Source: an optimization exercise on an open RTL-to-GDS flow (aim: small area, a short achievable clock period and few clock cycles). Production flows keep margins and buffers that such runs may drop.
The RTL was checked by simulation tests, not by an equivalence proof against the original design.
No activity file was given, so power comes from the tool's default toggle rates.

===== flow/config.mk =====
export PLATFORM = sky130hd
export DESIGN_NAME = bpce
export DESIGN_NICKNAME = bpce
export VERILOG_FILES = /design/flow/design.v
export SDC_FILE = /design/flow/constraint.sdc
export NUM_CORES = 4
export LEC_CHECK = 0
export CAP_MARGIN = 30
export CORE_MARGIN = 2
export CORE_UTILIZATION = 55
export PLACE_DENSITY = 0.7
export SLEW_MARGIN = 45

===== flow/constraint.sdc =====
create_clock -name core_clock -period 25.0 [get_ports {clk}]
set_input_delay 5.0000 -clock core_clock [delete_from_list [all_inputs] [get_ports {clk}]]
set_output_delay 5.0000 -clock core_clock [all_outputs]
set_load 0.01 [all_outputs]

===== flow/design.v =====
module bpce (
    input  wire        clk,
    input  wire        rst,
    input  wire        cmd_valid,
    output wire        cmd_ready,
    input  wire [31:0] cmd_data,
    output wire        rsp_valid,
    input  wire        rsp_ready,
    output wire [31:0] rsp_data,
    output wire        mem_en,
    output wire        mem_we,
    output wire [11:0] mem_addr,
    output wire [31:0] mem_wdata,
    input  wire [31:0] mem_rdata
);
    localparam [1:0] K_SPAN = 2'd0, K_NSPAN = 2'd1, K_OVF = 2'd2, K_NONE = 2'd3;
    localparam [3:0]
        S_IDLE  = 4'd0,    
        S_W1    = 4'd1,    
        S_DRAIN = 4'd2,    
        S_LOAD  = 4'd3,    
        S_LEND  = 4'd4,    
        S_LDEC  = 4'd5,    
        S_SINIT = 4'd6,    
        S_SRCH  = 4'd7,    
        S_PACK  = 4'd8,    
        S_GDIV  = 4'd9,    
        S_GADDR = 4'd10,   
        S_ELEM  = 4'd11,   
        S_RSP   = 4'd12,   
        S_DEC   = 4'd13;   
    reg [3:0]  st;
    reg        cmd_ready_r;
    reg        mem_en_r, mem_we_r;
    reg [11:0] mem_addr_r;
    reg [31:0] mem_wdata_r;
    reg        rsp_valid_r;
    reg [31:0] rq0, rq1;
    reg        rl0, rl1;
    reg        rfull;
    assign cmd_ready = cmd_ready_r;
    assign rsp_valid = rsp_valid_r;
    assign rsp_data  = rq0;
    assign mem_en    = mem_en_r;
    assign mem_we    = mem_we_r;
    assign mem_addr  = mem_addr_r;
    assign mem_wdata = mem_wdata_r;
    reg [2:0]  op_r;         
    reg        w0ok;         
    reg        w1nz;         
    reg        w1hi;         
    reg        cok;          
    reg [1:0]  hdr;          
    reg [1:0]  kind;
    reg [10:0] n_r;          
    reg [5:0]  kg;           
    reg [5:0]  pp;           
    reg [11:0] size_w;       
    reg [10:0] li;           
    reg [10:0] lrem;         
    reg        ldv;          
    localparam [11:0] HBASE = 12'h7E0;
    reg [3:0]  hl [0:30];
    reg [30:0] hv;
    reg [2:0]  fst;          
    reg [4:0]  fb;           
    reg        fvh;          
    reg [5:0]  sp, spB, spC;
    reg        vB, vC, okC;
    reg [16:0] ncB, costC, best_cost;
    reg [5:0]  best_p;
    reg [31:0] q0, q1, q2, q3;
    reg [2:0]  qcnt;
    reg [5:0]  bo;
    reg [11:0] rd_addr;      
    reg        d1, v2, d2;
    reg [5:0]  ew;
    reg        emode;        
    reg [10:0] eleft;        
    reg [15:0] mpos;         
    reg        ors;          
    reg        mrs;          
    reg        nd2;          
    reg  [5:0] bo_nx, ew_nx;
    reg [10:0] dq;
    reg [3:0]  dr;
    reg [3:0]  dcnt;
    reg [31:0] part_m, part_o;
    reg [5:0]  cnt_m, cnt_o;
    reg [10:0] wp, opw;
    reg [10:0] ecnt;
    reg        ovph;
    integer b;
    function [5:0] bits_needed;
        input [31:0] v;
        integer j;
        begin
            bits_needed = 6'd1;
            for (j = 0; j < 32; j = j + 1)
                if (v[j]) bits_needed = j[5:0] + 6'd1;
        end
    endfunction
    wire        cmd_fire = cmd_valid && cmd_ready_r;
    wire        rsp_fire = rsp_valid_r && rsp_ready;
    wire        rroom    = !rfull;
    wire        is_v3    = (kind == K_OVF);
    wire        is_v2    = (kind == K_NSPAN);
    wire [5:0]  kp       = pp + 6'd1;
    reg  [5:0]  mw;          
    reg         gdir;        
    reg  [3:0]  epw_d;       
    reg         epw_p2;
    reg  [2:0]  epw_sh;
    always @(*) begin
        epw_p2 = 1'b1; epw_sh = 3'd0; epw_d = 4'd1;
        case (kg)
            6'd1:  epw_sh = 3'd5;
            6'd2:  epw_sh = 3'd4;
            6'd3:  begin epw_p2 = 1'b0; epw_d = 4'd10; end
            6'd4:  epw_sh = 3'd3;
            6'd5:  begin epw_p2 = 1'b0; epw_d = 4'd6; end
            6'd6:  begin epw_p2 = 1'b0; epw_d = 4'd5; end
            6'd7, 6'd8: epw_sh = 3'd2;
            6'd9, 6'd10: begin epw_p2 = 1'b0; epw_d = 4'd3; end
            6'd11, 6'd12, 6'd13, 6'd14, 6'd15, 6'd16: epw_sh = 3'd1;
            default: epw_sh = 3'd0;
        endcase
    end
    wire        d_legal = w0ok && !((op_r == 3'd3 || op_r == 3'd5) && w1nz);
    wire        d_none  = (kind == K_NONE);
    reg         d_oob;       
    wire        d_get   = d_legal && !d_none && (op_r == 3'd4) && !d_oob;
    wire        d_gfast = d_get && !(is_v2 && !epw_p2);
    wire        d_dcmp  = d_legal && !d_none && (op_r == 3'd3);
    wire [2:0]  d_stat  = (op_r == 3'd2) ? (cok ? 3'd0 : !w0ok ? 3'd5 : d_none ? 3'd4 : 3'd3) :
                          !d_legal ? 3'd5 :
                          (d_none && op_r != 3'd1) ? 3'd4 :
                          (op_r == 3'd1) ? ((w1hi || dq > 11'd2) ? 3'd2 : 3'd0) :
                          (op_r == 3'd4) ? (d_oob ? 3'd1 : 3'd0) : 3'd0;
    reg  [10:0] ma;
    reg  [5:0]  mb;
    wire [16:0] mul_p = ma * mb;
    wire [10:0] g_q = epw_p2 ? (dq >> epw_sh) : dq;
    wire [10:0] g_m = ~(11'h7FF << epw_sh);
    wire [63:0] win64  = {q1, q0} >> bo[4:0];
    wire [31:0] win    = win64[31:0];
    wire [31:0] wmask  = (ew[5]) ? 32'hFFFFFFFF : ~(32'hFFFFFFFF << ew[4:0]);
    wire [31:0] field  = win & wmask;
    wire        flag   = is_v3 && !emode && !pp[5] && win[pp[4:0]];
    wire [31:0] pmask  = ~(32'hFFFFFFFF << pp[4:0]);
    wire [6:0]  bo_w   = {1'b0, bo} + {1'b0, ew};
    wire        need2  = nd2;
    wire        e_have = (qcnt >= (need2 ? 3'd2 : 3'd1));
    wire        e_act  = (st == S_ELEM) && !ors && !mrs && (eleft != 11'd0);
    wire        e_skip = e_act && bo[5] && (qcnt != 3'd0);
    wire        e_rdy  = e_act && !bo[5] && e_have;
    wire        e_fire = e_rdy && (hdr == 2'd0) && rroom;
    wire        e_out  = e_fire && !flag;
    wire        e_flag = e_fire && flag;
    wire [6:0]  bo_2w  = bo_w + {1'b0, ew};
    wire [6:0]  bo_adv = is_v2 ? ((bo_2w > 7'd32) ? 7'd32 : bo_w) : bo_w;
    wire        e_pop  = e_skip || (e_fire && !emode && (bo_adv[5] || bo_adv[6]));
    wire        e_last = (eleft == 11'd1);
    wire [31:0] pk_v    = q0;
    wire [31:0] pk_hi   = pp[5] ? 32'd0 : (pk_v & ~pmask);
    wire        pk_over = is_v3 && (pk_hi != 32'd0);
    wire [31:0] pk_slot = pk_over ? ((32'd1 << pp[4:0]) | {21'd0, ecnt}) : pk_v;
    wire        pk_act  = (st == S_PACK);
    wire        pk_fm   = pk_act && cnt_m[5];                      
    wire        pk_ov   = pk_act && !pk_fm && ovph;                
    wire        pk_mn   = pk_act && !pk_fm && !ovph && (eleft != 11'd0) && (qcnt != 3'd0);
    wire        pk_end  = pk_act && !pk_fm && !ovph && (eleft == 11'd0);
    wire        pk_efm  = pk_end && (cnt_m != 6'd0);
    wire        pk_efo  = pk_end && (cnt_m == 6'd0) && (cnt_o != 6'd0);
    wire        pk_done = pk_end && (cnt_m == 6'd0) && (cnt_o == 6'd0);
    wire [31:0] sh_in   = pk_ov ? pk_v : pk_slot;
    wire [4:0]  sh_amt  = pk_ov ? cnt_o[4:0] : cnt_m[4:0];
    wire [31:0] sh_base = pk_ov ? part_o : part_m;
    wire [63:0] sh_out  = {32'd0, sh_base} | ({32'd0, sh_in} << sh_amt);
    wire [6:0]  pk_nc   = pk_ov ? ({1'b0, cnt_o} + {1'b0, kg}) : ({1'b0, cnt_m} + {1'b0, mw});
    wire        pk_v2f  = is_v2 && ((pk_nc + {1'b0, kg}) > 7'd32);    
    wire        pk_cw   = (pk_ov || pk_mn) && (pk_nc[6] || pk_nc[5] || (!pk_ov && pk_v2f));
    wire        pk_wr   = pk_fm || pk_efm || pk_efo || pk_cw;
    wire        pk_pop  = pk_ov || (pk_mn && !pk_over);
    wire        r_mode  = (st == S_ELEM) || (st == S_PACK) || (st == S_SINIT) || (st == S_SRCH) ||
                          (!is_v3 && ((st == S_LEND) || (st == S_LDEC)));
    wire        q_push  = v2 && !d2;
    wire        q_pop   = e_pop || pk_pop || sA_go;
    wire        v1      = mem_en_r && !mem_we_r && !d1;
    wire [3:0]  q_occ   = {1'b0, qcnt} - {3'd0, e_pop} + {3'd0, q_push} + {3'd0, v1};
    wire        r_issue = r_mode && !pk_wr && (q_occ < 4'd4) && !ors && !mrs &&
                          !((st == S_ELEM) && (eleft == 11'd0));
    reg         s_go;
    reg  [11:0] s_addr;
    reg  [5:0]  s_bo;
    wire [15:0] g_pos   = is_v2 ? {g_q, mul_p[4:0]} : mul_p[15:0];
    wire [15:0] o_pos   = mul_p[15:0];
    wire [5:0]  ld_bn   = bits_needed(mem_wdata_r);
    reg  [5:0]  bn_r;        
    reg         ldv2;
    wire [4:0]  h_sel   = bn_r[4:0] - 5'd1;
    wire [3:0]  h_rd    = hl[h_sel];
    wire [4:0]  s_sel   = sp[4:0] - 5'd1;
    wire        h_inc   = ldv2 && is_v3 && !bn_r[5];
    wire [10:0] sA_hi   = hv[s_sel] ? q0[10:0] : 11'd0;
    wire [10:0] sA_cnt  = sA_hi + {7'd0, hl[s_sel]};
    wire        sA_want = (st == S_SRCH) && (sp < kg);
    wire        sA_go   = sA_want && (qcnt != 3'd0);
    reg         f_any;
    reg  [4:0]  f_bin;
    integer     fi;
    always @(*) begin
        f_any = 1'b0;
        f_bin = 5'd0;
        for (fi = 30; fi >= 0; fi = fi - 1)
            if (hl[fi][3]) begin
                f_any = 1'b1;
                f_bin = fi[4:0];
            end
    end
    wire [2:0]  f_lo    = hl[f_bin][2:0];
    wire        f_go    = (fst == 3'd0) && f_any && ((st == S_LOAD) || (st == S_LEND));
    wire [16:0] sB_cost = ncB + mul_p;
    wire [11:0] sB_lim  = (spB >= 6'd11) ? 12'hFFF : (12'd1 << spB);
    wire        sB_ok   = ({1'b0, ma} <= sB_lim);
    reg         p_go;
    reg  [31:0] p_word;
    reg         p_last;
    always @(posedge clk) begin
        if (rst) begin
            st          <= S_IDLE;
            cmd_ready_r <= 1'b1;
            rsp_valid_r <= 1'b0;
            rfull       <= 1'b0;
            mem_en_r    <= 1'b0;
            mem_we_r    <= 1'b0;
            kind        <= K_NONE;
            n_r         <= 11'd0;
            size_w      <= 12'd0;
            ldv         <= 1'b0;
            v2          <= 1'b0;
            d1          <= 1'b0;
            d2          <= 1'b0;
            qcnt        <= 3'd0;
            ors         <= 1'b0;
            mrs         <= 1'b0;
            gdir        <= 1'b0;
            eleft       <= 11'd0;
            hdr         <= 2'd0;
            fst         <= 3'd0;
        end else begin
            mem_en_r <= 1'b0;
            mem_we_r <= 1'b0;
            ldv      <= 1'b0;
            p_go     = 1'b0;
            bo_nx    = bo;
            ew_nx    = ew;
            p_word   = 32'd0;
            p_last   = 1'b0;
            s_go     = 1'b0;
            s_addr   = 12'd0;
            s_bo     = 6'd0;
            if (hdr != 2'd0 && rroom && st != S_DEC) begin
                p_go   = 1'b1;
                p_word = (op_r == 3'd5) ? ((hdr == 2'd2) ? {15'd0, size_w, 5'd0} : 32'd0)
                                        : {21'd0, n_r};
                p_last = (hdr == 2'd1) && (eleft == 11'd0);
                hdr    <= hdr - 2'd1;
            end
            if (e_out) begin
                p_go   = 1'b1;
                p_word = field;
                p_last = e_last;
            end
            v2 <= mem_en_r && !mem_we_r;
            d2 <= d1;
            begin : qupd
                reg [2:0] cpop;
                cpop = qcnt - {2'd0, q_pop};
                if (q_pop) begin
                    q0 <= q1; q1 <= q2; q2 <= q3;
                end
                if (q_push) begin
                    case (cpop)
                        3'd0: q0 <= mem_rdata;
                        3'd1: q1 <= mem_rdata;
                        3'd2: q2 <= mem_rdata;
                        default: q3 <= mem_rdata;
                    endcase
                end
                qcnt <= cpop + {2'd0, q_push};
            end
            if (r_issue) begin
                mem_en_r   <= 1'b1;
                mem_addr_r <= rd_addr + 12'd1;
                rd_addr    <= rd_addr + 12'd1;
                d1         <= 1'b0;
            end
            bn_r <= ld_bn;
            ldv2 <= ldv;
            if (ldv2 && bn_r > kg)
                kg <= bn_r;
            if (st == S_LOAD && cok && li == 11'd0)
                kg <= 6'd1;
            if (h_inc)
                hl[h_sel] <= {h_rd[3] && !(f_go && f_bin == h_sel), h_rd[2:0]} + 4'd1;
            if (f_go && !(h_inc && f_bin == h_sel))
                hl[f_bin] <= {1'b0, f_lo};
            if (f_go)
                hv[f_bin] <= 1'b1;
            if (e_fire) begin
                eleft <= eleft - (e_flag ? 11'd0 : 11'd1);
                if (is_v3 && !emode)
                    mpos <= mpos + {10'd0, ew};
                if (e_flag) begin
                    ma   <= field[10:0] & pmask[10:0];
                    mb   <= kg;
                    ors  <= 1'b1;
                end
                if (!emode)
                    bo_nx = bo_adv[6] ? 6'd32 : {1'b0, bo_adv[4:0]};
            end
            if (e_skip)
                bo_nx = bo - 6'd32;
            if (pk_wr) begin
                mem_en_r <= 1'b1;
                mem_we_r <= 1'b1;
                if (pk_fm || pk_efm) begin
                    mem_addr_r  <= {1'b0, wp};
                    mem_wdata_r <= part_m;
                    wp          <= wp + 11'd1;
                    cnt_m       <= 6'd0;
                    part_m      <= 32'd0;
                end else if (pk_efo) begin
                    mem_addr_r  <= 12'h800 + {1'b0, opw};
                    mem_wdata_r <= part_o;
                    opw         <= opw + 11'd1;
                    cnt_o       <= 6'd0;
                end else begin
                    mem_addr_r  <= pk_ov ? (12'h800 + {1'b0, opw}) : {1'b0, wp};
                    mem_wdata_r <= sh_out[31:0];
                    if (pk_ov) opw <= opw + 11'd1;
                    else       wp  <= wp + 11'd1;
                end
            end
            if (pk_ov) begin
                ovph  <= 1'b0;
                ecnt  <= ecnt + 11'd1;
                eleft <= eleft - 11'd1;
                if (pk_cw) begin
                    part_o <= sh_out[63:32];
                    cnt_o  <= pk_nc[5:0] - 6'd32;
                end else begin
                    part_o <= sh_out[31:0];
                    cnt_o  <= pk_nc[5:0];
                end
            end
            if (pk_mn) begin
                if (pk_over) ovph <= 1'b1;
                else         eleft <= eleft - 11'd1;
                if (is_v2) begin
                    part_m <= pk_cw ? 32'd0 : sh_out[31:0];
                    cnt_m  <= pk_cw ? 6'd0 : pk_nc[5:0];
                end else if (pk_cw) begin
                    part_m <= sh_out[63:32];
                    cnt_m  <= pk_nc[5:0] - 6'd32;
                end else begin
                    part_m <= sh_out[31:0];
                    cnt_m  <= pk_nc[5:0];
                end
            end
            if (pk_done) begin
                size_w <= {1'b0, wp} + {1'b0, opw};
                p_go   = 1'b1;
                p_last = 1'b1;
                st     <= S_RSP;
            end
            case (st)
                S_IDLE: if (cmd_fire) begin
                    op_r  <= (cmd_data[31:24] >= 8'd1 && cmd_data[31:24] <= 8'd5) ? cmd_data[26:24] : 3'd0;
                    w0ok  <= (cmd_data[31:24] >= 8'd1 && cmd_data[31:24] <= 8'd5) && (cmd_data[23:0] == 24'd0);
                    st    <= S_W1;
                end
                S_W1: begin
                    dq          <= cmd_data[10:0];
                    lrem        <= cmd_data[10:0];
                    mem_wdata_r <= cmd_data;
                    w1nz        <= (cmd_data != 32'd0);
                    w1hi        <= (cmd_data[31:11] != 21'd0);
                    d_oob       <= (cmd_data[31:11] != 21'd0) || (cmd_data[10:0] >= n_r);
                    ma          <= is_v2 ? {6'd0, cmd_data[4:0] & g_m[4:0]} : cmd_data[10:0];
                    mb          <= mw;
                    cok         <= w0ok && (kind != K_NONE) && (cmd_data <= 32'd1024);
                    li          <= 11'd0;
                    dr          <= 4'd0;
                    dcnt        <= 4'd0;
                    rd_addr     <= is_v3 ? 12'hBFF : 12'hFFF;
                    if (op_r == 3'd3 || (op_r == 3'd4 && gdir)) begin
                        ew_nx  = mw;
                        emode  <= 1'b0;
                        mpos   <= 16'd0;
                        s_go   = 1'b1;
                        s_addr = (op_r == 3'd3) ? 12'd0 : {1'b0, cmd_data[10:0]};
                        s_bo   = 6'd0;
                    end
                    if (op_r == 3'd2) begin
                        for (b = 0; b < 31; b = b + 1)
                            hl[b] <= 4'd0;
                        hv <= 31'd0;
                    end
                    if (cmd_fire) begin
                        if (op_r == 3'd2 && cmd_data != 32'd0) begin
                            st <= S_LOAD;
                        end else begin
                            cmd_ready_r <= 1'b0;
                            st          <= S_DEC;
                        end
                    end
                end
                S_DEC: begin
                    hdr   <= 2'd0;
                    eleft <= 11'd0;
                    st    <= S_RSP;
                    p_go   = 1'b1;
                    p_word = {29'd0, d_stat};
                    p_last = 1'b1;
                    if (op_r == 3'd2) begin
                        if (cok) begin
                            n_r    <= 11'd0;
                            size_w <= 12'd0;
                        end
                    end else if (d_legal && !(d_none && op_r != 3'd1)) begin
                        case (op_r)
                            3'd1: begin
                                if (d_stat == 3'd0) begin
                                    kind   <= dq[1:0];
                                    n_r    <= 11'd0;
                                    size_w <= 12'd0;
                                end
                            end
                            3'd3: begin
                                hdr    <= 2'd1;
                                eleft  <= n_r;
                                p_last = 1'b0;
                                if (n_r != 11'd0)
                                    st <= S_ELEM;
                            end
                            3'd4: begin
                                if (!d_oob) begin
                                    eleft  <= 11'd1;
                                    p_last = 1'b0;
                                    if (gdir) begin
                                        st     <= S_ELEM;
                                    end else if (d_gfast) begin
                                        st     <= S_ELEM;
                                        ew_nx     = mw;
                                        emode  <= 1'b0;
                                        s_go   = 1'b1;
                                        s_addr = g_pos[15:5];
                                        s_bo   = {1'b0, g_pos[4:0]};
                                    end else begin
                                        st <= S_GDIV;
                                    end
                                end
                            end
                            default: begin  
                                hdr    <= 2'd2;
                                p_last = 1'b0;
                            end
                        endcase
                    end
                end
                S_LOAD: if (!cok) begin
                    if (cmd_fire) begin
                        mem_wdata_r <= mem_wdata_r - 32'd1;
                        if (mem_wdata_r == 32'd1)
                            st <= S_DEC;
                    end
                end else begin
                    mem_addr_r  <= is_v3 ? (12'hC00 + {1'b0, li}) : {1'b0, li};
                    mem_wdata_r <= cmd_data;
                    if (cmd_fire) begin
                        mem_en_r <= 1'b1;
                        mem_we_r <= 1'b1;
                        ldv      <= 1'b1;
                        li       <= li + 11'd1;
                        lrem     <= lrem - 11'd1;
                        if (lrem == 11'd1)
                            st <= S_LEND;
                    end
                end
                S_LEND: begin
                    n_r <= li;
                    if (!ldv && !ldv2 && fst == 3'd0 && !f_any)
                        st <= S_LDEC;
                end
                S_LDEC: begin
                    wp     <= 11'd0;
                    opw    <= 11'd0;
                    ecnt   <= 11'd0;
                    cnt_m  <= 6'd0;
                    cnt_o  <= 6'd0;
                    part_m <= 32'd0;
                    part_o <= 32'd0;
                    ovph   <= 1'b0;
                    eleft  <= n_r;
                    ma   <= n_r;
                    mb   <= kg;
                    mw   <= kg;
                    gdir <= (is_v2 && kg > 6'd16) || (kind == K_SPAN && kg == 6'd32);
                    if (is_v3) begin
                        rd_addr <= HBASE - 12'd1;
                        st      <= S_SINIT;
                    end else if ((is_v2 && kg > 6'd16) || (!is_v2 && kg == 6'd32)) begin
                        size_w <= {1'b0, n_r};
                        p_go   = 1'b1;
                        p_last = 1'b1;
                        st     <= S_RSP;
                    end else begin
                        st <= S_PACK;
                    end
                end
                S_SINIT: begin
                    best_cost <= mul_p;
                    best_p    <= kg;
                    sp        <= 6'd1;
                    ncB       <= {6'd0, n_r};
                    vB        <= 1'b0;
                    vC        <= 1'b0;
                    st        <= S_SRCH;
                end
                S_SRCH: begin
                    vB <= sA_go;
                    if (sA_go) begin
                        ma   <= ma - sA_cnt;
                        spB  <= sp;
                        ncB  <= ncB + {6'd0, n_r};
                        sp   <= sp + 6'd1;
                    end
                    vC    <= vB;
                    costC <= sB_cost;
                    okC   <= sB_ok;
                    spC   <= spB;
                    if (vC && okC && costC < best_cost) begin
                        best_cost <= costC;
                        best_p    <= spC;
                    end
                    if (!sA_want && !vB && !vC) begin
                        pp      <= best_p;
                        mw      <= best_p + 6'd1;
                        st      <= S_PACK;
                        rd_addr <= 12'hBFF;
                        qcnt    <= 3'd0;
                        d1      <= 1'b1;
                        d2      <= 1'b1;
                    end
                end
                S_GDIV: begin
                    begin : gdiv
                        reg [4:0] r2;
                        r2 = {dr, dq[10]};
                        if (r2 >= {1'b0, epw_d}) begin
                            dr <= r2[3:0] - epw_d;
                            ma <= {7'd0, r2[3:0] - epw_d};
                            dq <= {dq[9:0], 1'b1};
                        end else begin
                            dr <= r2[3:0];
                            ma <= {7'd0, r2[3:0]};
                            dq <= {dq[9:0], 1'b0};
                        end
                    end
                    dcnt <= dcnt + 4'd1;
                    if (dcnt == 4'd10) st <= S_GADDR;
                end
                S_GADDR: begin
                    st     <= S_ELEM;
                    ew_nx     = mw;
                    emode  <= 1'b0;
                    s_go   = 1'b1;
                    s_addr = g_pos[15:5];
                    s_bo   = {1'b0, g_pos[4:0]};
                end
                S_ELEM: begin
                    if (ors) begin
                        ors    <= 1'b0;
                        ew_nx     = kg;
                        emode  <= 1'b1;
                        s_go   = 1'b1;
                        s_addr = 12'h800 + {1'b0, o_pos[15:5]};
                        s_bo   = {1'b0, o_pos[4:0]};
                    end else if (mrs) begin
                        mrs    <= 1'b0;
                        ew_nx     = kp;
                        emode  <= 1'b0;
                        s_go   = 1'b1;
                        s_addr = {1'b0, mpos[15:5]};
                        s_bo   = {1'b0, mpos[4:0]};
                    end else if (e_out && emode && !e_last) begin
                        mrs    <= 1'b1;
                    end
                    if (e_out && e_last)
                        st <= S_RSP;
                end
                default: ;
            endcase
            case (fst)
                3'd0: if (f_go) begin
                    fb  <= f_bin;
                    fvh <= hv[f_bin];
                    fst <= 3'd1;
                end
                3'd1: begin
                    d1          <= 1'b1;
                    mem_en_r    <= 1'b1;
                    mem_we_r    <= !fvh;
                    mem_addr_r  <= HBASE + {7'd0, fb};
                    mem_wdata_r <= 32'd8;
                    fst         <= fvh ? 3'd2 : 3'd0;
                end
                3'd2: fst <= 3'd3;
                3'd3: begin
                    ma  <= mem_rdata[10:0];
                    fst <= 3'd4;
                end
                default: begin
                    mem_en_r    <= 1'b1;
                    mem_we_r    <= 1'b1;
                    mem_addr_r  <= HBASE + {7'd0, fb};
                    mem_wdata_r <= {21'd0, ma + 11'd8};
                    fst         <= 3'd0;
                end
            endcase
            if (st == S_LOAD) begin
                if (!cok)
                    cmd_ready_r <= !(cmd_fire && mem_wdata_r == 32'd1);
                else if (cmd_fire && lrem == 11'd1)
                    cmd_ready_r <= 1'b0;
                else if (f_go || fst == 3'd3)
                    cmd_ready_r <= 1'b0;
                else
                    cmd_ready_r <= !f_any;
            end
            if (s_go) begin
                qcnt       <= 3'd0;
                bo_nx         = s_bo;
                d2         <= 1'b1;
                mem_en_r   <= 1'b1;
                mem_we_r   <= 1'b0;
                mem_addr_r <= s_addr;
                rd_addr    <= s_addr;
                d1         <= 1'b0;
            end
            if (st == S_W1)
                qcnt <= 3'd0;
            bo  <= bo_nx;
            ew  <= ew_nx;
            nd2 <= ({1'b0, bo_nx} + {1'b0, ew_nx}) > 7'd32;
            begin : rq
                reg pop;
                pop = rsp_fire;
                if (pop && rl0) begin
                    cmd_ready_r <= 1'b1;
                    st          <= S_IDLE;
                end
                if (pop) begin
                    if (rfull) begin
                        rq0 <= rq1;
                        rl0 <= rl1;
                        if (p_go) begin
                            rq1 <= p_word;
                            rl1 <= p_last;
                        end else begin
                            rfull <= 1'b0;
                        end
                    end else if (p_go) begin
                        rq0 <= p_word;
                        rl0 <= p_last;
                    end else begin
                        rsp_valid_r <= 1'b0;
                    end
                end else if (p_go) begin
                    if (rsp_valid_r) begin
                        rq1   <= p_word;
                        rl1   <= p_last;
                        rfull <= 1'b1;
                    end else begin
                        rq0         <= p_word;
                        rl0         <= p_last;
                        rsp_valid_r <= 1'b1;
                    end
                end
            end
        end
    end
endmodule

===== flow/run.sh =====
#!/bin/bash
# synth_recipe.tcl (not shown) runs the flow's synth.tcl, then flattens the netlist and writes it again
# the make line also repeats each setting of config.mk as NAME=value (left out here)
make -C /OpenROAD-flow-scripts/flow DESIGN_CONFIG=/design/flow/config.mk WORK_HOME=/design/flow/orfs CLKGATE_MAP_FILE= SYNTH_SCRIPT=/design/flow/synth_recipe.tcl finish

==> results of run 1 <==
-- flip-flops by register name (all words and copies together), names as in the netlist, 12 cells and up, named ones only --
register / count
q3: 32
best_cost: 17
hl: 128
costC: 17
q2: 32
rd_addr: 12
hv: 31
q1: 32
part_m: 32
size_w: 12
mem_wdata_r: 32
q0: 32
mem_addr_r: 12
part_o: 32
mpos: 16
rq1: 32
rq0: 32
ncB: 17
-- metrics by stage --
step	cell area [µm²]	power, mW	worst slack [ns]	utilization
2_1_floorplan	57500	4.27	14.82	-
3_3_place_gp	60100	5.40	17.30	0.580
3_5_place_dp	60400	5.50	17.35	0.582
4_1_cts	63300	6.86	17.77	0.610
5_1_grt	63400	7.31	17.24	0.612
6_report	63400	6.98	17.65	0.612
-- cell type report --
type	count	area, µm²	share of cell area
Multi-Input combinational cell	4691	33400	0.527
Timing Repair Buffer	276	2500	0.0394
Inverter	267	1010	0.0159
Antenna cell	3	7.51	0.000118
Tap cell	1380	1730	0.0272
Clock inverter	65	626	0.00986
Sequential cell	792	21900	0.345
Clock buffer	100	2280	0.0359
-- Yosys cell counts (19+ instances only) --
cell / n / area (µm²)
nor2_1: 731 / 2740
nand2_1: 640 / 2400
edfxtp_1: 599 / 18000
a21oi_1: 454 / 2270
clkbuf_1: 309 / 1160
o21ai_0: 292 / 1460
inv_1: 259 / 972
mux2i_1: 252 / 2520
ha_1: 234 / 2930
dfxtp_1: 193 / 3860
a211oi_1: 171 / 1280
mux4_2: 156 / 3510
nand3_1: 139 / 696
xnor2_1: 139 / 1220
nor3_1: 135 / 676
o22ai_1: 102 / 638
mux2_2: 100 / 1130
xor2_1: 91 / 797
a21o_1: 69 / 518
and2_1: 64 / 400
a31oi_1: 59 / 369
nor2b_1: 57 / 357
nand2b_1: 53 / 332
fa_1: 52 / 1040
buf_2: 50 / 250
and3_1: 49 / 307
nor4_1: 49 / 307
o211ai_1: 46 / 345
a22oi_1: 44 / 330
o221ai_1: 41 / 359
a221oi_1: 35 / 307
o21a_1: 34 / 255
o21bai_1: 34 / 255
buf_1: 30 / 113
o31ai_1: 24 / 180
a211o_1: 19 / 166
a221o_1: 19 / 190
nand4_1: 19 / 119
or3_1: 19 / 119
-- worst register-to-register path, stage by stage (launching register included) --
cell	delay [ns]
edfxtp_1	0.83
clkinv_1	0.79
ha_1	0.73
nor2b_1	0.38
o21ai_0	0.21
o221ai_1	0.15
a211oi_1	0.50
nand4_2	0.61
nand2_1	0.28
a21oi_1	0.28
and3_4	0.47
inv_1	0.12
ha_1	0.14
ha_1	0.15
xor2_1	0.40
nor2_1	0.14
nand3_2	0.10
buf_4	0.55
a21oi_1	0.23
-- layer usage --
metal,global-route usage,vias up
met5,0,-
met3,0.113,698
met4,0.182,4
met1,0.543,25034
li1,-,22773
met2,0.562,3651
-- power by group through the flow --
stage	Combinational [mW]	Clock [mW]	Sequential, mW
floorplan	2.38	0	1.89
global placement	3.37	0	2.04
detailed placement	3.47	0	2.04
CTS	3.50	1.35	2.02
global route	3.87	1.40	2.04
finish	3.59	1.35	2.04
-- cell families (layout without fill, tap and decap cells) --
| kind of cell | count (synthesis) | count (layout) |
|---|---|---|
| other | 0 | 3 |
| DFF | 792 | 792 |
| AOI/OAI and AO/OA | 1636 | 1636 |
| adders and majority gates | 288 | 288 |
| muxes | 508 | 508 |
| buffers and inverters | 675 | 708 |
| and+or+nand+nor | 2027 | 2027 |
| xor gates and xnor gates | 232 | 232 |
-- path summary, 6_finish.rpt --
kind,end,start,cells after the start,slack [ns]
setup / recovery,q0[30],pp[0],18,17.65
hold reg to reg,ldv2,ldv,0,0.46
setup reg to reg,q0[30],pp[0],18,17.65
hold / removal,ldv2,ldv,0,0.46
==> results.yml, run 1 <==
status:
  status: "timing/DRC/antenna clean"
synthesis:
  syn_area_per_cell_um2: 9.33
  synth_top_family_by_area: "compound AO/OA/AOI/OAI gates"
  ys_seq_area_frac: 0.380
  synth_area_mm2: 0.0575
  synth_xor_area_frac: 0.0357
  synth_fa_ha_area_frac: 0.0694
  synth-async-reset-ratio: 0
  yosysUniqueCellTypes: 101
  synth-edff-count: 599
  synth-compound-area-share: 0.186
  netlist_instances: 6158
  synth-warning-count: 1
  synthesis.nets: 6512
  synth_seq_cells: 792
  muxShareOfSynthArea: 0.125
  synthSimpleGateAreaFrac: 0.157
  synth_top_flop_cell: "edfxtp_1"
route:
  first_pass_iters: 8
  vias: 52160
  wl_met2_mm: 89.0
  wl_met1_mm: 83.0
  drt_wl_total_mm: 213
  drc: 0
  wl_per_cell_um: 28.2
  postRouteAntennaNets: 0
  drt-vias-per-instance: 6.89
  drt_iter0_drc: 8348
  met3_length_mm: 29.2
  routed.top_layer: "met5"
global_route:
  grt_pass1_vias: 48569
  grt_pass1_wl_mm: 316
  antenna_found_initial: 2
  grt_usage: 0.390
  grt_max_degree: 68
  grt-ovfl-total: 0
sta:
  timing_worst_slew_pin_value_ns: 0.918
  hold_violations: 0
  fin_crit_sh: 0.294
  slew_headroom: 0.384
  finalCriticalPeriod_ns: 7.35
  drv_slew: 0
  fmax_mhz: 136
  holdWs_ns: 0.456
  setup_violations: 0
  fin_worst_skew_ns: 0.0322
  tns_ns: 0
  grt_setup_unrepaired: "false"
floorplan:
  ioPinCount: 148
  die_h_um: 327
  start_util: 0.555
  core-area_mm2: 0.104
  die_area_mm2: 0.107
  die_x_um: 327
  fp-row-count: 118
critical_path:
  cp_slowest_cell: "edfxtp_1"
  worstPathBufferInverterCount: 3
  cp_max_fo: 64
  required_ns: 25.42
  start_kind: "flop"
  worstSetupPathType: "reg2reg"
  slowest_delay_ns: 0.83
  crit_chain: "clkinv_1 > ha_1 > nor2b_1 > o21ai_0 > o221ai_1 > a211oi_1 > nand4_2 > nand2_1 > a21oi_1 > and3_4 > inv_1 > ha_1 > ha_1 > xor2_1 > nor2_1 > nand3_2 > buf_4 > a21oi_1"
  arrival_ns: 7.77
  crit_top_cell: "ha_1"
  crit_path_end_kind: "flop"
  cp_top_family: "simple AND/OR/NAND/NOR gates"
place:
  dp_hpwl_mm: 155
  gp_congestion: 1.05
  port_buffers: 147
  placed_cells: 7401
clock_tree:
  cts-root-buf: "clkbuf_16"
  clk_pin_slew_worst_paths_ns: 0.07
  clockBufferDepth: 3
  cts_sinks: 792
  ctsHtreeMaxLevel: 3
  clk_latency_ns: 0.72
  cts_tree: "yes"
  cts_resized: 0
  cts-buffers-inserted: 89
  postCtsSetupRepairBufs: 0
  ctsHoldBuffers: 0
final_layout:
  fin_nets: 6471
  instances_no_fill: 7574
  mostFrequentLayoutCell: "nor2_1"
  area_growth_pct: 10.3
  layout_common_cells: "721 x nor2_1, 638 x nand2_1, 599 x edfxtp_1"
  fill_cells: 8879
  drive_gt1_frac: 0.105
pwr:
  power.density_mw_per_mm2: 110
  p_sw_mw: 3.14
  seqPwrFrac: 0.293
  p_int_mw: 3.84
  p_leak_nw: 24.1
  power_frac_comb: 0.514
  peakVddDrop_mv: 0.248
  pwr-share-clk: 0.193
  swShare: 0.450
min_path:
  hp-class: "reg2reg"
flow_run:
  max_cap_viol_count: 0
Testbench counts, summed over its fixed seeds: cycles 54,760.
==> inputs of run 2 (changes only) <==
--- a/flow/design.v
+++ b/flow/design.v
@@ -65,8 +65,10 @@
     reg [2:0]  fst;          
     reg [4:0]  fb;           
     reg        fvh;          
-    reg [5:0]  sp, spB, spC;
-    reg        vB, vC, okC;
+    reg [5:0]  sp, spA, spB, spC;
+    reg [4:0]  si;           
+    reg [10:0] cntA;
+    reg        vA, vB, vC, okC;
     reg [16:0] ncB, costC, best_cost;
     reg [5:0]  best_p;
     reg [31:0] q0, q1, q2, q3;
@@ -81,6 +83,8 @@
     reg        ors;          
     reg        mrs;          
     reg        nd2;          
+    reg        np_r;         
+    reg        ovq0;         
     reg  [5:0] bo_nx, ew_nx;
     reg [10:0] dq;
     reg [3:0]  dr;
@@ -159,11 +163,12 @@
     wire        e_flag = e_fire && flag;
     wire [6:0]  bo_2w  = bo_w + {1'b0, ew};
     wire [6:0]  bo_adv = is_v2 ? ((bo_2w > 7'd32) ? 7'd32 : bo_w) : bo_w;
-    wire        e_pop  = e_skip || (e_fire && !emode && (bo_adv[5] || bo_adv[6]));
+    wire        e_pop  = e_skip || (e_fire && !emode && np_r);
     wire        e_last = (eleft == 11'd1);
     wire [31:0] pk_v    = q0;
-    wire [31:0] pk_hi   = pp[5] ? 32'd0 : (pk_v & ~pmask);
-    wire        pk_over = is_v3 && (pk_hi != 32'd0);
+    wire        pk_over = ovq0;
+    wire        ov_rd   = is_v3 && !pp[5] && ((mem_rdata & ~pmask) != 32'd0);
+    wire        ov_q1   = is_v3 && !pp[5] && ((q1 & ~pmask) != 32'd0);
     wire [31:0] pk_slot = pk_over ? ((32'd1 << pp[4:0]) | {21'd0, ecnt}) : pk_v;
     wire        pk_act  = (st == S_PACK);
     wire        pk_fm   = pk_act && cnt_m[5];                      
@@ -187,8 +192,9 @@
     wire        q_push  = v2 && !d2;
     wire        q_pop   = e_pop || pk_pop || sA_go;
     wire        v1      = mem_en_r && !mem_we_r && !d1;
-    wire [3:0]  q_occ   = {1'b0, qcnt} - {3'd0, e_pop} + {3'd0, q_push} + {3'd0, v1};
-    wire        r_issue = r_mode && !pk_wr && (q_occ < 4'd4) && !ors && !mrs &&
+    wire [3:0]  q_occ   = {1'b0, qcnt} + {3'd0, q_push} + {3'd0, v1};
+    wire        q_room  = (q_occ < 4'd4) || ((q_occ == 4'd4) && e_pop);
+    wire        r_issue = r_mode && !pk_wr && q_room && !ors && !mrs &&
                           !((st == S_ELEM) && (eleft == 11'd0));
     reg         s_go;
     reg  [11:0] s_addr;
@@ -200,7 +206,7 @@
     reg         ldv2;
     wire [4:0]  h_sel   = bn_r[4:0] - 5'd1;
     wire [3:0]  h_rd    = hl[h_sel];
-    wire [4:0]  s_sel   = sp[4:0] - 5'd1;
+    wire [4:0]  s_sel   = si;
     wire        h_inc   = ldv2 && is_v3 && !bn_r[5];
     wire [10:0] sA_hi   = hv[s_sel] ? q0[10:0] : 11'd0;
     wire [10:0] sA_cnt  = sA_hi + {7'd0, hl[s_sel]};
@@ -280,6 +286,10 @@
                 if (q_pop) begin
                     q0 <= q1; q1 <= q2; q2 <= q3;
                 end
+                if (q_push && cpop == 3'd0)
+                    ovq0 <= ov_rd;
+                else if (q_pop)
+                    ovq0 <= ov_q1;
                 if (q_push) begin
                     case (cpop)
                         3'd0: q0 <= mem_rdata;
@@ -524,18 +534,26 @@
                     best_cost <= mul_p;
                     best_p    <= kg;
                     sp        <= 6'd1;
+                    si        <= 5'd0;
                     ncB       <= {6'd0, n_r};
+                    vA        <= 1'b0;
                     vB        <= 1'b0;
                     vC        <= 1'b0;
                     st        <= S_SRCH;
                 end
                 S_SRCH: begin
-                    vB <= sA_go;
+                    vA <= sA_go;
                     if (sA_go) begin
-                        ma   <= ma - sA_cnt;
-                        spB  <= sp;
-                        ncB  <= ncB + {6'd0, n_r};
+                        cntA <= sA_cnt;
+                        spA  <= sp;
                         sp   <= sp + 6'd1;
+                        si   <= si + 5'd1;
+                    end
+                    vB <= vA;
+                    if (vA) begin
+                        ma   <= ma - cntA;
+                        spB  <= spA;
+                        ncB  <= ncB + {6'd0, n_r};
                     end
                     vC    <= vB;
                     costC <= sB_cost;
@@ -545,7 +563,7 @@
                         best_cost <= costC;
                         best_p    <= spC;
                     end
-                    if (!sA_want && !vB && !vC) begin
+                    if (!sA_want && !vA && !vB && !vC) begin
                         pp      <= best_p;
                         mw      <= best_p + 6'd1;
                         st      <= S_PACK;
@@ -655,6 +673,8 @@
             bo  <= bo_nx;
             ew  <= ew_nx;
             nd2 <= ({1'b0, bo_nx} + {1'b0, ew_nx}) > 7'd32;
+            np_r <= is_v2 ? (({1'b0, bo_nx} + {1'b0, ew_nx} + {1'b0, ew_nx}) > 7'd32)
+                          : (({1'b0, bo_nx} + {1'b0, ew_nx}) > 7'd31);
             begin : rq
                 reg pop;
                 pop = rsp_fire;
==> flow/flow/run.sh (new file) <==
#!/bin/bash
# Layout flow: the standard flow (standard.sh, all steps), except that the
# input and output port buffers are sky130_fd_sc_hd__buf_2 cells instead of the
# default delay buffers.  Every port still gets its own buffer.
# The full output of the flow goes to standard.log in this folder.
set -o pipefail
export BUFFER_PORTS_ARGS="-buffer_cell sky130_fd_sc_hd__buf_2"
bash standard.sh > standard.log 2>&1
==> flow/standard.sh (new file) <==
#!/bin/bash
# synth_recipe.tcl (not shown) runs the flow's synth.tcl, then flattens the netlist and writes it again
# the make line also repeats each setting of config.mk as NAME=value (left out here)
make -C /OpenROAD-flow-scripts/flow DESIGN_CONFIG=/design/flow/config.mk WORK_HOME=/design/flow/orfs CLKGATE_MAP_FILE= SYNTH_SCRIPT=/design/flow/synth_recipe.tcl "${@:-finish}"
removed: flow/run.sh
==> results.yml, run 2 <==
clock_tree:
  clk_pin_slew_worst_paths_ns: 0.06
  cts-root-buf: "clkbuf_16"
  cts-buffers-inserted: 93
  ctsHtreeMaxLevel: 3
  cts_tree: "yes"
  clockBufferDepth: 3
  postCtsSetupRepairBufs: 0
  cts_sinks: 822
  cts_resized: 0
  clk_latency_ns: 0.73
  ctsHoldBuffers: 0
final_layout:
  final_core_util: 0.605
  stdcell_area_mm2: 0.0646
  area_growth_pct: 9.52
  layout_common_cells: "776 x nor2_1, 624 x edfxtp_1, 559 x nand2_1"
  instances_no_fill: 7633
  largest_reg_flops: 128
  drive_gt1_frac: 0.137
  top_register: "hl"
  fin_nets: 6502
  mostFrequentLayoutCell: "nor2_1"
synthesis:
  synth_area_mm2: 0.0590
  synth_seq_cells: 822
  synth_top_flop_cell: "edfxtp_1"
  syn_area_per_cell_um2: 9.57
  ys_seq_area_frac: 0.385
  yosysTopAreaCell: "edfxtp_1"
  synthTopCellsByArea: "edfxtp_1 32%, mux4_2 6.9%, dfxtp_1 6.7%"
  netlist_instances: 6165
  synth-warning-count: 1
  synth-edff-count: 624
  synth_most_common_cell: "nor2_1"
  synth-async-reset-ratio: 0
  synthesis.nets: 6519
  yosysUniqueCellTypes: 91
  synthTopCellsByCount: "784 x nor2_1, 624 x edfxtp_1, 563 x nand2_1"
  synth_top_area_frac: 0.317
place:
  dp_hpwl_mm: 155
  gp_congestion: 1.01
  placed_cells: 7453
  dp_slack_ns: 17.19
  dpl_cell_area_mm2: 0.0614
  port_buffers: 147
pwr:
  swShare: 0.444
  p_sw_mw: 3.25
  peakVddDrop_mv: 0.195
  finalPower_mw: 7.32
  pwr-share-clk: 0.196
  power.density_mw_per_mm2: 113
  p_leak_nw: 25.3
  p_int_mw: 4.08
  power_frac_comb: 0.521
  seqPwrFrac: 0.282
route:
  drt_iter0_drc: 7669
  wl_per_cell_um: 28.0
  drt-vias-per-instance: 6.85
  drc: 0
  vias: 52260
  first_pass_iters: 7
  drt_wl_total_mm: 214
  postRouteAntennaNets: 0
critical_path:
  worstSetupPathType: "in2reg"
  arrival_ns: 7.64
  required_ns: 25.40
  crit_path_end_kind: "flop"
  cp_max_fo: 115
  start_kind: "input pin"
floorplan:
  start_util: 0.553
  fp-row-count: 120
  ioPinCount: 148
  die_x_um: 332
  die_area_mm2: 0.110
  core-area_mm2: 0.107
  die_h_um: 332
sta:
  holdWs_ns: 0.421
  timing_worst_slew_pin_value_ns: 0.860
  finalCriticalPeriod_ns: 7.24
  slew_headroom: 0.427
  grt_setup_unrepaired: "false"
  worst_slack_ns: 17.76
  hold_violations: 0
  tns_ns: 0
  drv_slew: 0
  setup_violations: 0
  fmax_mhz: 138
  fin_worst_skew_ns: 0.0583
  fin_crit_sh: 0.290
global_route:
  grt_max_degree: 116
  grt_pass1_wl_mm: 317
  antenna_found_initial: 4
  grt_usage: 0.378
  grt-ovfl-total: 0
  grt_pass1_vias: 49285
min_path:
  hp-class: "reg2reg"
status:
  status: "timing/DRC/antenna clean"
flow_run:
  max_cap_viol_count: 0
-- run 2: power by group through the flow --
| stage | Sequential [mW] | Combinational, mW | Clock (mW) |
|---|---|---|---|
| after floorplan | 1.96 | 2.57 | 0 |
| after global placement | 2.08 | 3.58 | 0 |
| after detailed placement | 2.08 | 3.69 | 0 |
| after CTS | 2.05 | 3.72 | 1.44 |
| after global routing | 2.08 | 4.10 | 1.50 |
| final | 2.07 | 3.82 | 1.44 |
-- run 2: area by class of cell --
cell class / count / area [µm²]
clock buffers: 118 / 2550
fillers: 9137 / 42100
well taps: 1403 / 1760
clock inverters: 58 / 624
flip-flops and latches: 822 / 22700
diodes: 1 / 2.50
multi-input cells: 4703 / 34200
inverters: 240 / 916
repair buffers: 288 / 1870
-- run 2: critical path: stages --
cell and delay [ns]:
buf_4 0.28, inv_12 0.49, and3_1 0.51, o211ai_1 0.17, a21oi_2 0.45, buf_4 0.39
-- run 2: final timing paths --
check	to	slack [ns]	depth (start not counted)	from
max reg2reg	costC[16]	18.18	20	ma[2]
min reg2reg	spB[0]	0.42	0	spA[0]
max	best_cost[13]	17.76	6	rst
min	spB[0]	0.42	0	spA[0]
-- run 2: cell families after synthesis --
group	count (synthesis)	synth area share
mux	638	0.149
flops	822	0.385
fa+ha+maj	289	0.0678
simple gates	1987	0.151
buf+inv	640	0.0424
compound gates	1538	0.167
xor+xnor	251	0.0375
-- run 2: per-layer routing --
metal / up-vias / share of wire / track usage
li1: 22883 / - / -
met1: 25040 / 0.38 / 0.495
met2: 3586 / 0.44 / 0.576
met3: 747 / 0.12 / 0.0861
met4: 4 / 0.069 / 0.221
met5: - / 0.00012 / 0
Testbench counts of run 2, summed over its fixed seeds: cycles 54,784.
==> inputs of run 3 (changes only) <==
--- a/flow/design.v
+++ b/flow/design.v
@@ -55,7 +55,6 @@
     reg [10:0] n_r;          
     reg [5:0]  kg;           
     reg [5:0]  pp;           
-    reg [11:0] size_w;       
     reg [10:0] li;           
     reg [10:0] lrem;         
     reg        ldv;          
@@ -79,7 +78,6 @@
     reg [5:0]  ew;
     reg        emode;        
     reg [10:0] eleft;        
-    reg [15:0] mpos;         
     reg        ors;          
     reg        mrs;          
     reg        nd2;          
@@ -242,7 +240,8 @@
             mem_we_r    <= 1'b0;
             kind        <= K_NONE;
             n_r         <= 11'd0;
-            size_w      <= 12'd0;
+            wp          <= 11'd0;
+            opw         <= 11'd0;
             ldv         <= 1'b0;
             v2          <= 1'b0;
             d1          <= 1'b0;
@@ -268,7 +267,7 @@
             s_bo     = 6'd0;
             if (hdr != 2'd0 && rroom && st != S_DEC) begin
                 p_go   = 1'b1;
-                p_word = (op_r == 3'd5) ? ((hdr == 2'd2) ? {15'd0, size_w, 5'd0} : 32'd0)
+                p_word = (op_r == 3'd5) ? ((hdr == 2'd2) ? {15'd0, {1'b0, wp} + {1'b0, opw}, 5'd0} : 32'd0)
                                         : {21'd0, n_r};
                 p_last = (hdr == 2'd1) && (eleft == 11'd0);
                 hdr    <= hdr - 2'd1;
@@ -320,8 +319,6 @@
                 hv[f_bin] <= 1'b1;
             if (e_fire) begin
                 eleft <= eleft - (e_flag ? 11'd0 : 11'd1);
-                if (is_v3 && !emode)
-                    mpos <= mpos + {10'd0, ew};
                 if (e_flag) begin
                     ma   <= field[10:0] & pmask[10:0];
                     mb   <= kg;
@@ -380,7 +377,6 @@
                 end
             end
             if (pk_done) begin
-                size_w <= {1'b0, wp} + {1'b0, opw};
                 p_go   = 1'b1;
                 p_last = 1'b1;
                 st     <= S_RSP;
@@ -408,7 +404,6 @@
                     if (op_r == 3'd3 || (op_r == 3'd4 && gdir)) begin
                         ew_nx  = mw;
                         emode  <= 1'b0;
-                        mpos   <= 16'd0;
                         s_go   = 1'b1;
                         s_addr = (op_r == 3'd3) ? 12'd0 : {1'b0, cmd_data[10:0]};
                         s_bo   = 6'd0;
@@ -437,7 +432,8 @@
                     if (op_r == 3'd2) begin
                         if (cok) begin
                             n_r    <= 11'd0;
-                            size_w <= 12'd0;
+                            wp     <= 11'd0;
+                            opw    <= 11'd0;
                         end
                     end else if (d_legal && !(d_none && op_r != 3'd1)) begin
                         case (op_r)
@@ -445,7 +441,8 @@
                                 if (d_stat == 3'd0) begin
                                     kind   <= dq[1:0];
                                     n_r    <= 11'd0;
-                                    size_w <= 12'd0;
+                                    wp     <= 11'd0;
+                            opw    <= 11'd0;
                                 end
                             end
                             3'd3: begin
@@ -522,7 +519,7 @@
                         rd_addr <= HBASE - 12'd1;
                         st      <= S_SINIT;
                     end else if ((is_v2 && kg > 6'd16) || (!is_v2 && kg == 6'd32)) begin
-                        size_w <= {1'b0, n_r};
+                        wp     <= n_r;
                         p_go   = 1'b1;
                         p_last = 1'b1;
                         st     <= S_RSP;
@@ -611,10 +608,12 @@
                         ew_nx     = kp;
                         emode  <= 1'b0;
                         s_go   = 1'b1;
-                        s_addr = {1'b0, mpos[15:5]};
-                        s_bo   = {1'b0, mpos[4:0]};
+                        s_addr = {1'b0, o_pos[15:5]};
+                        s_bo   = {1'b0, o_pos[4:0]};
                     end else if (e_out && emode && !e_last) begin
                         mrs    <= 1'b1;
+                        ma     <= n_r - eleft + 11'd1;
+                        mb     <= mw;
                     end
                     if (e_out && e_last)
                         st <= S_RSP;
==> results.yml, run 3 <==
status:
  status: "timing/DRC/antenna clean"
synthesis:
  synthTopCellsByCount: "772 x nand2_1, 736 x nor2_1, 586 x edfxtp_1"
  yosysUniqueCellTypes: 92
  syn_area_per_cell_um2: 9.30
  yosysTopAreaCell: "edfxtp_1"
  netlist_instances: 6119
  synth_seq_cells: 794
  ys_seq_area_frac: 0.382
  synth_top_flop_cell: "edfxtp_1"
  synth_top_area_frac: 0.309
  synth_most_common_cell: "nand2_1"
  synthTopCellsByArea: "edfxtp_1 31%, dfxtp_1 7.3%, mux4_2 6.7%"
  synth-async-reset-ratio: 0
  synth-edff-count: 586
  synth-warning-count: 1
  synth_area_mm2: 0.0569
  synthesis.nets: 6485
place:
  dp_slack_ns: 16.86
  port_buffers: 147
  gp_congestion: 1.01
  dp_hpwl_mm: 151
  placed_cells: 7357
final_layout:
  drive_gt1_frac: 0.122
  mostFrequentLayoutCell: "nand2_1"
  instances_no_fill: 7533
  largest_reg_flops: 128
  layout_common_cells: "766 x nand2_1, 724 x nor2_1, 586 x edfxtp_1"
  fill_cells: 8881
  top_register: "hl"
  final_core_util: 0.609
  area_growth_pct: 9.42
  fin_nets: 6451
clock_tree:
  cts-root-buf: "clkbuf_16"
  cts_resized: 0
  ctsHtreeMaxLevel: 3
  cts_sinks: 794
  ctsHoldBuffers: 0
  clk_pin_slew_worst_paths_ns: 0.06
  cts_tree: "yes"
  clk_latency_ns: 0.70
  cts-buffers-inserted: 93
  postCtsSetupRepairBufs: 0
  clockBufferDepth: 3
sta:
  fin_crit_sh: 0.301
  slew_headroom: 0.432
  fmax_mhz: 133
  timing_worst_slew_pin_value_ns: 0.844
  hold_violations: 0
  fin_worst_skew_ns: 0.0272
  grt_setup_unrepaired: "false"
  finalCriticalPeriod_ns: 7.53
  drv_slew: 0
  worst_slack_ns: 17.47
  setup_violations: 0
  holdWs_ns: 0.419
  tns_ns: 0
global_route:
  grt-ovfl-total: 0
  antenna_found_initial: 5
  grt_pass1_vias: 47992
  grt_max_degree: 105
  grt_usage: 0.381
  grt_pass1_wl_mm: 308
route:
  drc: 0
  drt_iter0_drc: 6281
  drt_wl_total_mm: 208
  first_pass_iters: 8
  postRouteAntennaNets: 0
  wl_per_cell_um: 27.6
  vias: 51028
  drt-vias-per-instance: 6.77
critical_path:
  cp_slowest_cell: "buf_4"
  r2r_cells: 20
  worstPathBufferInverterCount: 4
  cp_top_family: "buffers and inverters"
  arrival_ns: 8.10
  required_ns: 25.56
  cp_max_fo: 104
  slowest_delay_ns: 0.72
  r2r_end: "costC[16]"
  worstSetupPathType: "in2reg"
  crit_chain: "buf_4 > inv_8 > buf_12 > buf_4 > and3_1 > nand2_1 > o221ai_1 > a21oi_1"
  r2r_slack_ns: 18.24
  start_kind: "input pin"
  r2r-start: "mb[0]"
  crit_path_end_kind: "flop"
  crit_top_cell: "buf_4"
min_path:
  min_to: "spB[0]"
  hold_path_depth: 0
  hp-class: "reg2reg"
  min_from: "spA[0]"
floorplan:
  core-area_mm2: 0.102
  start_util: 0.557
  ioPinCount: 148
  fp-row-count: 117
  die_area_mm2: 0.106
  die_h_um: 326
  die_x_um: 326
flow_run:
  max_cap_viol_count: 0
pwr:
  peakVddDrop_mv: 0.505
  p_leak_nw: 23.9
  power.density_mw_per_mm2: 112
-- run 3: cell families after synthesis --
| group | Yosys count | synth area share |
|---|---|---|
| AND/OR/NAND/NOR | 2113 | 0.164 |
| AO/OA/AOI/OAI | 1542 | 0.174 |
| flip-flops | 794 | 0.382 |
| buffers and inverters | 643 | 0.0446 |
| multiplexers | 483 | 0.124 |
| adder cells (fa/ha/maj) | 299 | 0.0726 |
| XOR/XNOR | 245 | 0.0379 |
-- run 3: layout make-up --
| class | instances | area [µm²] | area share |
|---|---|---|---|
| antenna | 1 | 2.50 | 0.0000402 |
| clock buffer | 127 | 2610 | 0.0419 |
| clock inverter | 47 | 435 | 0.00699 |
| inverter | 242 | 916 | 0.0147 |
| multi-input combinational | 4682 | 33100 | 0.532 |
| sequential | 794 | 21800 | 0.350 |
| tap | 1368 | 1710 | 0.0275 |
| timing repair buffer | 272 | 1730 | 0.0278 |
-- run 3: power breakdown --
group / switching (mW) / internal (mW) / total [mW]
Sequential: 0.236 / 1.74 / 1.97
Combinational: 2.25 / 1.38 / 3.62
Clock: 0.598 / 0.788 / 1.39
Total: 3.08 / 3.90 / 6.98
-- run 3: how the worst max path moves through the flow --
stage / end / cells after the start / slack (ns) / startpoint
after floorplan: rl1 / 5 / 10.78 / rst
after global placement: hl[9][3] / 8 / 16.87 / rst
after detailed placement: hl[13][3] / 8 / 16.86 / rst
after CTS: hl[13][3] / 8 / 17.58 / rst
after global routing: hl[9][3] / 8 / 17.37 / rst
final: hl[13][3] / 8 / 17.47 / rst
-- run 3: per-layer routing --
layer	part of all wire	GRT usage
met1	0.38	0.497
met2	0.44	0.586
met3	0.11	0.0816
met4	0.071	0.224
met5	0.00012	0
-- run 3: metrics by stage --
step	total power, mW	instance area, µm²
after CTS	6.91	62200
after floorplan	4.29	56900
after detailed placement	5.52	59200
after global placement	5.33	58900
final	6.98	62300
after global routing	7.34	62300
Testbench counts of run 3, summed over its fixed seeds: cycles 54,784.
==> inputs of run 4 (changes only) <==
--- a/flow/design.v
+++ b/flow/design.v
@@ -224,36 +224,14 @@
     end
     wire [2:0]  f_lo    = hl[f_bin][2:0];
     wire        f_go    = (fst == 3'd0) && f_any && ((st == S_LOAD) || (st == S_LEND));
-    wire [16:0] sB_cost = ncB + mul_p;
+    wire [16:0] sC_cost = ncB + costC;
     wire [11:0] sB_lim  = (spB >= 6'd11) ? 12'hFFF : (12'd1 << spB);
     wire        sB_ok   = ({1'b0, ma} <= sB_lim);
     reg         p_go;
     reg  [31:0] p_word;
     reg         p_last;
     always @(posedge clk) begin
-        if (rst) begin
-            st          <= S_IDLE;
-            cmd_ready_r <= 1'b1;
-            rsp_valid_r <= 1'b0;
-            rfull       <= 1'b0;
-            mem_en_r    <= 1'b0;
-            mem_we_r    <= 1'b0;
-            kind        <= K_NONE;
-            n_r         <= 11'd0;
-            wp          <= 11'd0;
-            opw         <= 11'd0;
-            ldv         <= 1'b0;
-            v2          <= 1'b0;
-            d1          <= 1'b0;
-            d2          <= 1'b0;
-            qcnt        <= 3'd0;
-            ors         <= 1'b0;
-            mrs         <= 1'b0;
-            gdir        <= 1'b0;
-            eleft       <= 11'd0;
-            hdr         <= 2'd0;
-            fst         <= 3'd0;
-        end else begin
+        begin
             mem_en_r <= 1'b0;
             mem_we_r <= 1'b0;
             ldv      <= 1'b0;
@@ -414,12 +392,8 @@
                         hv <= 31'd0;
                     end
                     if (cmd_fire) begin
-                        if (op_r == 3'd2 && cmd_data != 32'd0) begin
-                            st <= S_LOAD;
-                        end else begin
-                            cmd_ready_r <= 1'b0;
-                            st          <= S_DEC;
-                        end
+                        cmd_ready_r <= (op_r == 3'd2) && (cmd_data != 32'd0);
+                        st          <= (op_r == 3'd2) ? S_LOAD : S_DEC;
                     end
                 end
                 S_DEC: begin
@@ -477,7 +451,9 @@
                         endcase
                     end
                 end
-                S_LOAD: if (!cok) begin
+                S_LOAD: if (!w1nz) begin
+                    st <= S_DEC;
+                end else if (!cok) begin
                     if (cmd_fire) begin
                         mem_wdata_r <= mem_wdata_r - 32'd1;
                         if (mem_wdata_r == 32'd1)
@@ -550,14 +526,15 @@
                     if (vA) begin
                         ma   <= ma - cntA;
                         spB  <= spA;
-                        ncB  <= ncB + {6'd0, n_r};
                     end
                     vC    <= vB;
-                    costC <= sB_cost;
+                    costC <= mul_p;
+                    if (vB)
+                        ncB <= ncB + {6'd0, n_r};
                     okC   <= sB_ok;
                     spC   <= spB;
-                    if (vC && okC && costC < best_cost) begin
-                        best_cost <= costC;
+                    if (vC && okC && sC_cost < best_cost) begin
+                        best_cost <= sC_cost;
                         best_p    <= spC;
                     end
                     if (!sA_want && !vA && !vB && !vC) begin
@@ -648,7 +625,9 @@
                 end
             endcase
             if (st == S_LOAD) begin
-                if (!cok)
+                if (!w1nz)
+                    cmd_ready_r <= 1'b0;
+                else if (!cok)
                     cmd_ready_r <= !(cmd_fire && mem_wdata_r == 32'd1);
                 else if (cmd_fire && lrem == 11'd1)
                     cmd_ready_r <= 1'b0;
@@ -710,5 +689,24 @@
                 end
             end
         end
+        if (rst) begin
+            st          <= S_IDLE;
+            cmd_ready_r <= 1'b1;
+            rsp_valid_r <= 1'b0;
+            rfull       <= 1'b0;
+            mem_en_r    <= 1'b0;
+            mem_we_r    <= 1'b0;
+            kind        <= K_NONE;
+            ldv         <= 1'b0;
+            v2          <= 1'b0;
+            d1          <= 1'b0;
+            d2          <= 1'b0;
+            qcnt        <= 3'd0;
+            ors         <= 1'b0;
+            mrs         <= 1'b0;
+            gdir        <= 1'b0;
+            hdr         <= 2'd0;
+            fst         <= 3'd0;
+        end
     end
 endmodule
==> results.yml, run 4 <==
synthesis:
  synth-async-reset-ratio: 0
  netlist_instances: 6321
  ys_seq_area_frac: 0.336
  synth-warning-count: 1
  synth_top_area_frac: 0.184
  synth_top_flop_cell: "dfxtp_1"
  yosysTopAreaCell: "dfxtp_1"
  yosysUniqueCellTypes: 102
  synthTopCellsByCount: "666 x nor2_1, 658 x nand2_1, 512 x dfxtp_1"
  synth_area_mm2: 0.0558
  synthTopCellsByArea: "dfxtp_1 18%, edfxtp_1 15%, mux2i_1 6.4%"
  synthesis.nets: 6689
  synth-edff-count: 282
  synth_seq_cells: 794
  synth_most_common_cell: "nor2_1"
  syn_area_per_cell_um2: 8.82
clock_tree:
  cts-buffers-inserted: 91
  ctsHtreeMaxLevel: 3
  ctsHoldBuffers: 0
  cts_tree: "yes"
  clk_latency_ns: 0.71
  postCtsSetupRepairBufs: 0
  clk_pin_slew_worst_paths_ns: 0.07
  cts_sinks: 794
  cts-root-buf: "clkbuf_16"
  clockBufferDepth: 3
  cts_resized: 0
floorplan:
  core-area_mm2: 0.100
  die_area_mm2: 0.104
  ioPinCount: 148
  die_h_um: 322
  start_util: 0.556
  die_x_um: 322
  fp-row-count: 116
pwr:
  power.density_mw_per_mm2: 124
  p_leak_nw: 25.0
  peakVddDrop_mv: 0.206
critical_path:
  start_kind: "flop"
  crit_chain: "or4b_1 > nor2_4 > buf_4 > nand2_1 > nand2_1 > ha_1 > fa_1 > or3_1 > nor3_1 > o21ai_0 > a311o_2 > buf_4 > inv_2 > nand3_2 > buf_4 > nor3_1 > xnor2_1 > a41oi_1"
  slowest_delay_ns: 0.75
  crit_top_cell: "buf_4"
  crit_path_end_kind: "flop"
  r2r_slack_ns: 18.05
  cp_slowest_cell: "dfxtp_1"
  worstSetupPathType: "reg2reg"
  arrival_ns: 7.48
  cp_max_fo: 56
  crit_start: "st[3]"
  r2r_cells: 18
  r2r-start: "st[3]"
  r2r_end: "rd_addr[3]"
  required_ns: 25.54
route:
  drt_wl_total_mm: 209
  drt-vias-per-instance: 6.82
  drt_iter0_drc: 7797
  drc: 0
  wl_per_cell_um: 27.1
  postRouteAntennaNets: 0
  vias: 52579
  first_pass_iters: 8
final_layout:
  top_register: "hl"
  area_growth_pct: 9.42
  stdcell_area_mm2: 0.0610
  layout_common_cells: "654 x nand2_1, 653 x nor2_1, 505 x dfxtp_1"
  drive_gt1_frac: 0.122
  fill_cells: 8754
  largest_reg_flops: 128
  mostFrequentLayoutCell: "nand2_1"
  fin_nets: 6645
  instances_no_fill: 7713
flow_run:
  max_cap_viol_count: 0
min_path:
  min_from: "ldv"
  hp-class: "reg2reg"
  hold_path_depth: 0
  min_to: "ldv2"
place:
  dp_slack_ns: 17.64
  port_buffers: 147
  placed_cells: 7537
  dpl_cell_area_mm2: 0.0578
  dp_hpwl_mm: 154
  gp_congestion: 1.04
global_route:
  grt_usage: 0.393
  grt-ovfl-total: 0
  antenna_found_initial: 5
  grt_pass1_wl_mm: 311
  grt_max_degree: 69
  grt_pass1_vias: 48479
sta:
  hold_violations: 0
  setup_violations: 0
  holdWs_ns: 0.352
  fmax_mhz: 144
  finalCriticalPeriod_ns: 6.95
  tns_ns: 0
  slew_headroom: 0.429
  fin_worst_skew_ns: 0.0355
  timing_worst_slew_pin_value_ns: 0.848
  drv_slew: 0
  grt_setup_unrepaired: "false"
  fin_crit_sh: 0.278
  worst_slack_ns: 18.05
status:
  status: "timing/DRC/antenna clean"
## run 4: cell types whose count changed in the layout (fill, tap and decap cells not counted), sizes merged, moves of 51 or more
cell	change
a21oi	+91
nor2	-69
edfxtp	-304
o21ai	+51
nand2	-115
dfxtp	+304
mux2i	+102
## run 4: routing by layer
metal / wire [µm] / track usage
met1: 79800 / 0.519
met2: 89400 / 0.590
met3: 23200 / 0.0773
met4: 16200 / 0.255
met5: 45 / 0
## run 4: worst max-delay path by stage
| stage | endpoint |
|---|---|
| finish | rd_addr[3] |
| CTS | np_r |
| detailed placement | d_oob |
| floorplan | rl1 |
| global placement | d_oob |
| global route | cnt_m[2] |
## run 4: cell families after synthesis
group           synth area share
mux                        0.141
buf+inv                   0.0482
xor+xnor                  0.0369
compound gates             0.198
fa+ha+maj                 0.0750
flops                      0.336
simple gates               0.165
## run 4: report_power, final
group | switching, mW | internal, mW | leakage [nW]
registers | 0.480 | 1.72 | 6.68
clock network | 0.608 | 0.809 | 1.54
logic | 2.46 | 1.52 | 16.8
## run 4: cell type report
type	instances	area (µm²)	share of cell area
multi-input cells	4858	34800	0.570
diodes	1	2.50	0.0000410
repair buffers	269	1700	0.0279
inverters	263	987	0.0162
clock buffers	122	2620	0.0429
clock inverters	49	526	0.00861
well taps	1357	1700	0.0278
flip-flops and latches	794	18700	0.307
## run 4: worst max-delay path, delay by kind of cell, from the launching register on
kind | cells | cell delay, ns
adders and majority gates | 2 | 0.62
xor gates and xnor gates | 1 | 0.16
buffers and inverters | 4 | 1.60
AOI/OAI and AO/OA | 3 | 0.61
DFF | 1 | 0.75
and+or+nand+nor | 8 | 2.98
## run 4: metrics by stage
stage	total power [mW]	util
floorplan	4.72	-
global placement	5.95	0.574
detailed placement	6.02	0.576
CTS	7.45	0.607
global route	7.97	0.609
finish	7.59	0.609
Testbench counts of run 4, summed over its fixed seeds: cycles 54,784.

==> re-timing with driven ports <==
In the flow no input, the clock included, has a driving cell. The finished layouts below were timed again as built, in two steps. Step 1 (the two cells are an assumption about what drives the block):
set clk [get_ports {clk}]
set_driving_cell -lib_cell sky130_fd_sc_hd__clkbuf_16 $clk
set_driving_cell -lib_cell sky130_fd_sc_hd__buf_2 [delete_from_list [all_inputs] $clk]
Step 2 times the ports against the registers' clock, not the clock port: input delays grow and output delays shrink by t, the midpoint of the rising clock arrivals with the driver on. Slacks: no drivers / after step 1 / after step 2; pairs: no drivers / after step 1.
run	t (ns)	setup slack, ns	clock arrival spread, ns
run 1	0.784	17.647 / 17.647 / 17.272	0.035 / 0.035
run 2	0.777	17.762 / 17.818 / 17.041	0.059 / 0.058
run 3	0.768	17.465 / 17.520 / 16.752	0.029 / 0.029
run 4	0.764	18.052 / 18.052 / 17.374	0.037 / 0.038
After both steps every run listed still meets setup and hold. For run 2, which loses most, drivers alone change the setup slack by +0.056 ns; drivers and shift together by -0.721 ns.
